This is an optimization exercise on Yosys and OpenROAD, whose aim is small area, a short achievable clock period and few clock cycles, not a production implementation. Function was checked by simulation only, so behaviour that the tests miss may differ from the original. Power is estimated from default activity; no workload was simulated.

## skc_top
module skc_top (
    input  wire         clk,
    input  wire         rst,
    input  wire         csr_valid,
    input  wire         csr_write,
    input  wire [7:0]   csr_addr,
    input  wire [31:0]  csr_wdata,
    output wire         csr_ready,
    output reg  [31:0]  csr_rdata,
    input  wire         cmd_valid,
    output wire         cmd_ready,
    input  wire [63:0]  cmd_word,
    input  wire [31:0]  cmd_key,
    output wire         rsp_valid,
    input  wire         rsp_ready,
    output wire [3:0]   rsp_status,
    output wire [63:0]  rsp_est,
    output wire         hreq_valid,
    input  wire         hreq_ready,
    output wire [31:0]  hreq_key,
    output wire [7:0]   hreq_klen,
    output wire [7:0]   hreq_seed,
    input  wire         hrsp_valid,
    output wire         hrsp_ready,
    input  wire [31:0]  hrsp_value
);
    localparam L_MAX  = 4;
    localparam M_MAX  = 4;
    localparam LL_MAX = 4;
    localparam B_MAX  = 4;
    localparam H_MAX  = 4;
    localparam N8_MAX = 4;
    localparam N16_MAX = 2;
    localparam KEY_MAX_LEN = 4;
    localparam [3:0] ST_OK        = 4'h0;
    localparam [3:0] ST_OPCODE    = 4'h1;
    localparam [3:0] ST_RESERVED  = 4'h2;
    localparam [3:0] ST_NOT_CFG   = 4'h3;
    localparam [3:0] ST_ALR_CFG   = 4'h4;
    localparam [3:0] ST_CONFIG    = 4'h5;
    localparam [3:0] ST_KEY_LEN   = 4'h6;
    localparam [2:0] S_IDLE = 3'd0;    
    localparam [2:0] S_CFG  = 3'd1;    
    localparam [2:0] S_HASH = 3'd2;    
    localparam [2:0] S_WAIT = 3'd3;    
    localparam [2:0] S_FIN  = 3'd4;    
    localparam [2:0] S_RESP = 3'd5;    
    reg [31:0] cfg_l, cfg_m, cfg_ll, cfg_b, cfg_h, cfg_n8, cfg_n16, thr_lo, thr_hi;
    reg        configured;
    reg        cfg_lock;
    reg [3:0]  last_status;
    reg [2:0]  fsm;
    wire       thr_busy;           
    reg        is_insert;
    reg [2:0]  klen;
    reg [31:0] key;
    reg [31:0] count;
    reg [2:0]  req_cnt;
    reg [2:0]  rsp_cnt;
    reg [2:0]  nl_r [0:3];
    reg [1:0]  bi_r [0:3];
    reg [1:0]  hi_r;
    reg        hc_pend;
    reg [33:0] hc;             
    reg [15:0] v_last;
    reg [3:0]  rsp_status_r;
  ...
Size in the first run: ~11000 cells after synthesis, roughly 2400 flip-flops, about 330 I/O pins, ~120000 um2 of cells after synthesis.
==> flow/config.mk <==
export PLATFORM = sky130hd
export DESIGN_NAME = skc_top
export DESIGN_NICKNAME = skc_top
export VERILOG_FILES = /design/flow/design.v
export SDC_FILE = /design/flow/constraint.sdc
export NUM_CORES = 4
export LEC_CHECK = 0
export CAP_MARGIN = 10
export CELL_PAD_IN_SITES_DETAIL_PLACEMENT = 0
export CELL_PAD_IN_SITES_GLOBAL_PLACEMENT = 0
export CORE_MARGIN = 2
export CORE_UTILIZATION = 62
export CTS_BUF_LIST = sky130_fd_sc_hd__clkbuf_16
export CTS_CLUSTER_DIAMETER = 80
export CTS_CLUSTER_SIZE = 20
export PLACE_DENSITY = 0.72
export SLEW_MARGIN = 10
==> flow/constraint.sdc <==
create_clock -name core_clock -period 34.0 [get_ports {clk}]
set_input_delay 6.8000 -clock core_clock [delete_from_list [all_inputs] [get_ports {clk}]]
set_output_delay 6.8000 -clock core_clock [all_outputs]
set_load 0.01 [all_outputs]
standard.sh (not shown) runs the stock make flow with config.mk's settings and CLKGATE_MAP_FILE= SYNTH_SCRIPT=/design/flow/synth_recipe.tcl, a recipe that flattens the netlist after the stock synthesis.
==> flow/flow/run.sh <==
#!/bin/bash
# The standard layout, with repair_timing aiming for setup slack of at least
# SETUP_SLACK_MARGIN at the design's clock period (the SDC is unchanged),
# and the port buffers made with buf_4 cells.
set -euo pipefail
bash standard.sh SETUP_SLACK_MARGIN=19.5 "BUFFER_PORTS_ARGS=-buffer_cell sky130_fd_sc_hd__buf_4" finish > make_finish.log 2>&1
The starting point finished with max-capacitance violations, max-slew violations left.
Testbench counts at the start, summed over its fixed seeds: cycles 56,000.
==> next run, changes <==
==> flow/flow/run.sh (replaced) <==
#!/bin/bash
# The standard layout, with repair_timing aiming for setup slack of at least
# SETUP_SLACK_MARGIN at the design's clock period (the SDC is unchanged),
# and the port buffers made with buf_2 cells.
set -euo pipefail
bash standard.sh SETUP_SLACK_MARGIN=19.5 "BUFFER_PORTS_ARGS=-buffer_cell sky130_fd_sc_hd__buf_2" finish > make_finish.log 2>&1
==> flow/config.mk (replaced) <==
export PLATFORM = sky130hd
export DESIGN_NAME = skc_top
export DESIGN_NICKNAME = skc_top
export VERILOG_FILES = /design/flow/design.v
export SDC_FILE = /design/flow/constraint.sdc
export NUM_CORES = 4
export LEC_CHECK = 0
export CAP_MARGIN = 20
export CELL_PAD_IN_SITES_DETAIL_PLACEMENT = 0
export CELL_PAD_IN_SITES_GLOBAL_PLACEMENT = 0
export CORE_MARGIN = 2
export CORE_UTILIZATION = 55
export CTS_BUF_LIST = sky130_fd_sc_hd__clkbuf_16
export CTS_CLUSTER_DIAMETER = 90
export CTS_CLUSTER_SIZE = 24
export PLACE_DENSITY = 0.65
export SLEW_MARGIN = 20
Outcome: This time the run ran to the end with no violations. Die area grows by about 13%. Routed wire length shrinks by about 0.44%. Total power shrinks by 3.8%. Worst setup slack improves by 0.19 ns. Cell count grows by about 2%. Final area shrinks by 0.84%. Critical path depth shrinks by 1. Non-clock buffer count shrinks by 2. Utilization shrinks by 8.3 points.
==> next run, changes <==
==> flow/flow/run.sh (replaced) <==
#!/bin/bash
# The standard layout, with repair_timing aiming for setup slack of at least
# SETUP_SLACK_MARGIN at the design's clock period (the SDC is unchanged),
# and the port buffers made with buf_4 cells.
set -euo pipefail
bash standard.sh SETUP_SLACK_MARGIN=19.5 "BUFFER_PORTS_ARGS=-buffer_cell sky130_fd_sc_hd__buf_4" finish > make_finish.log 2>&1
--- a/flow/config.mk
+++ b/flow/config.mk
@@ -11,7 +11,5 @@
 export CORE_MARGIN = 2
 export CORE_UTILIZATION = 55
-export CTS_BUF_LIST = sky130_fd_sc_hd__clkbuf_16
-export CTS_CLUSTER_DIAMETER = 90
-export CTS_CLUSTER_SIZE = 24
+export CTS_BUF_LIST = sky130_fd_sc_hd__clkbuf_8
 export PLACE_DENSITY = 0.65
 export SLEW_MARGIN = 20
Effect:
- hold slack degrades by 0.0030 ns
- area after synthesis does not change
- clock-buffer cell count rose by 304
==> next run, changes <==
==> flow/flow/run.sh (replaced) <==
#!/bin/bash
# The standard layout, with repair_timing aiming for setup slack of at least
# SETUP_SLACK_MARGIN at the design's clock period (the SDC is unchanged),
# and the port buffers made with buf_2 cells.
set -euo pipefail
bash standard.sh SETUP_SLACK_MARGIN=19.5 "BUFFER_PORTS_ARGS=-buffer_cell sky130_fd_sc_hd__buf_2" finish > make_finish.log 2>&1
--- a/flow/config.mk
+++ b/flow/config.mk
@@ -10,6 +10,8 @@
 export CELL_PAD_IN_SITES_GLOBAL_PLACEMENT = 0
 export CORE_MARGIN = 2
-export CORE_UTILIZATION = 55
-export CTS_BUF_LIST = sky130_fd_sc_hd__clkbuf_8
-export PLACE_DENSITY = 0.65
+export CORE_UTILIZATION = 60
+export CTS_BUF_LIST = sky130_fd_sc_hd__clkbuf_16
+export CTS_CLUSTER_DIAMETER = 90
+export CTS_CLUSTER_SIZE = 24
+export PLACE_DENSITY = 0.7
 export SLEW_MARGIN = 20
Fmax decreases by about 0.7%.
Die area decreases by 8.3%.
Clock skew decreases by 0.13 ns.
==> next run, changes <==
--- a/flow/config.mk
+++ b/flow/config.mk
@@ -10,8 +10,8 @@
 export CELL_PAD_IN_SITES_GLOBAL_PLACEMENT = 0
 export CORE_MARGIN = 2
-export CORE_UTILIZATION = 60
+export CORE_UTILIZATION = 55
 export CTS_BUF_LIST = sky130_fd_sc_hd__clkbuf_16
 export CTS_CLUSTER_DIAMETER = 90
-export CTS_CLUSTER_SIZE = 24
-export PLACE_DENSITY = 0.7
+export CTS_CLUSTER_SIZE = 27
+export PLACE_DENSITY = 0.65
 export SLEW_MARGIN = 20
Final cell count went up by 1.9%.
Die area went up by 9.0%.
Combinational power went down by about 1%.
Register-to-register slack got worse by 0.16 ns.
Wire length went up by 0.56%.
Via count went down by 1.3%.
Worst setup slack improved by 0.13 ns.
==> next run, changes <==
==> flow/run.sh (new file) <==
#!/bin/bash
# synth_recipe.tcl (not shown) runs the flow's synth.tcl, then flattens the netlist and writes it again
# the make line also repeats each setting of config.mk as NAME=value (left out here)
make -C /OpenROAD-flow-scripts/flow DESIGN_CONFIG=/design/flow/config.mk WORK_HOME=/design/flow/orfs CLKGATE_MAP_FILE= SYNTH_SCRIPT=/design/flow/synth_recipe.tcl finish
--- a/flow/config.mk
+++ b/flow/config.mk
@@ -11,7 +11,5 @@
 export CORE_MARGIN = 2
 export CORE_UTILIZATION = 55
-export CTS_BUF_LIST = sky130_fd_sc_hd__clkbuf_16
-export CTS_CLUSTER_DIAMETER = 90
-export CTS_CLUSTER_SIZE = 27
+export CTS_BUF_LIST = sky130_fd_sc_hd__clkbuf_8
 export PLACE_DENSITY = 0.65
 export SLEW_MARGIN = 20
removed: flow/flow/run.sh
removed: flow/standard.sh
After rerunning: Core utilization increases by 1.5 points. Design area rises by 2.4%. Global-route usage is about the same. Clock skew is higher by 0.091 ns. Power rose by 14%. Flip-flop and latch count is unchanged.

-- static timing again, ports no longer ideal --
How much do the figures lean on ideal ports? The routed layouts below were timed once more, with nothing changed but the port constraints. Step 1, drivers: a clkbuf_16 drives clk and a buf_2 each remaining input, both assumed. Step 2, shift: input delay + t, output delay - t, t = (earliest + latest rising clock arrival at the registers) / 2. This alone moves slack from input paths to output paths. a / b / c = ideal / step 1 / step 2; a / b = the first two.
run	t, ns	setup WS [ns]	worst data-port slew with drivers (ns)	pins driven straight from the clock port
the first run	0.938	18.532 / 18.501 / 18.501	0.15	1
the second run	0.919	18.723 / 18.683 / 18.683	0.18	1
the third run	1.204	18.709 / 18.667 / 18.667	0.23	1
the fourth run	0.933	18.604 / 18.564 / 18.564	0.18	1
the fifth run	0.903	18.739 / 18.706 / 18.706	0.17	1
the sixth run	1.190	17.448 / 17.350 / 17.590	0.17	1
The setup slack of the third run, which loses most, moves by -0.042 ns with the drivers and by -0.042 ns with both steps.
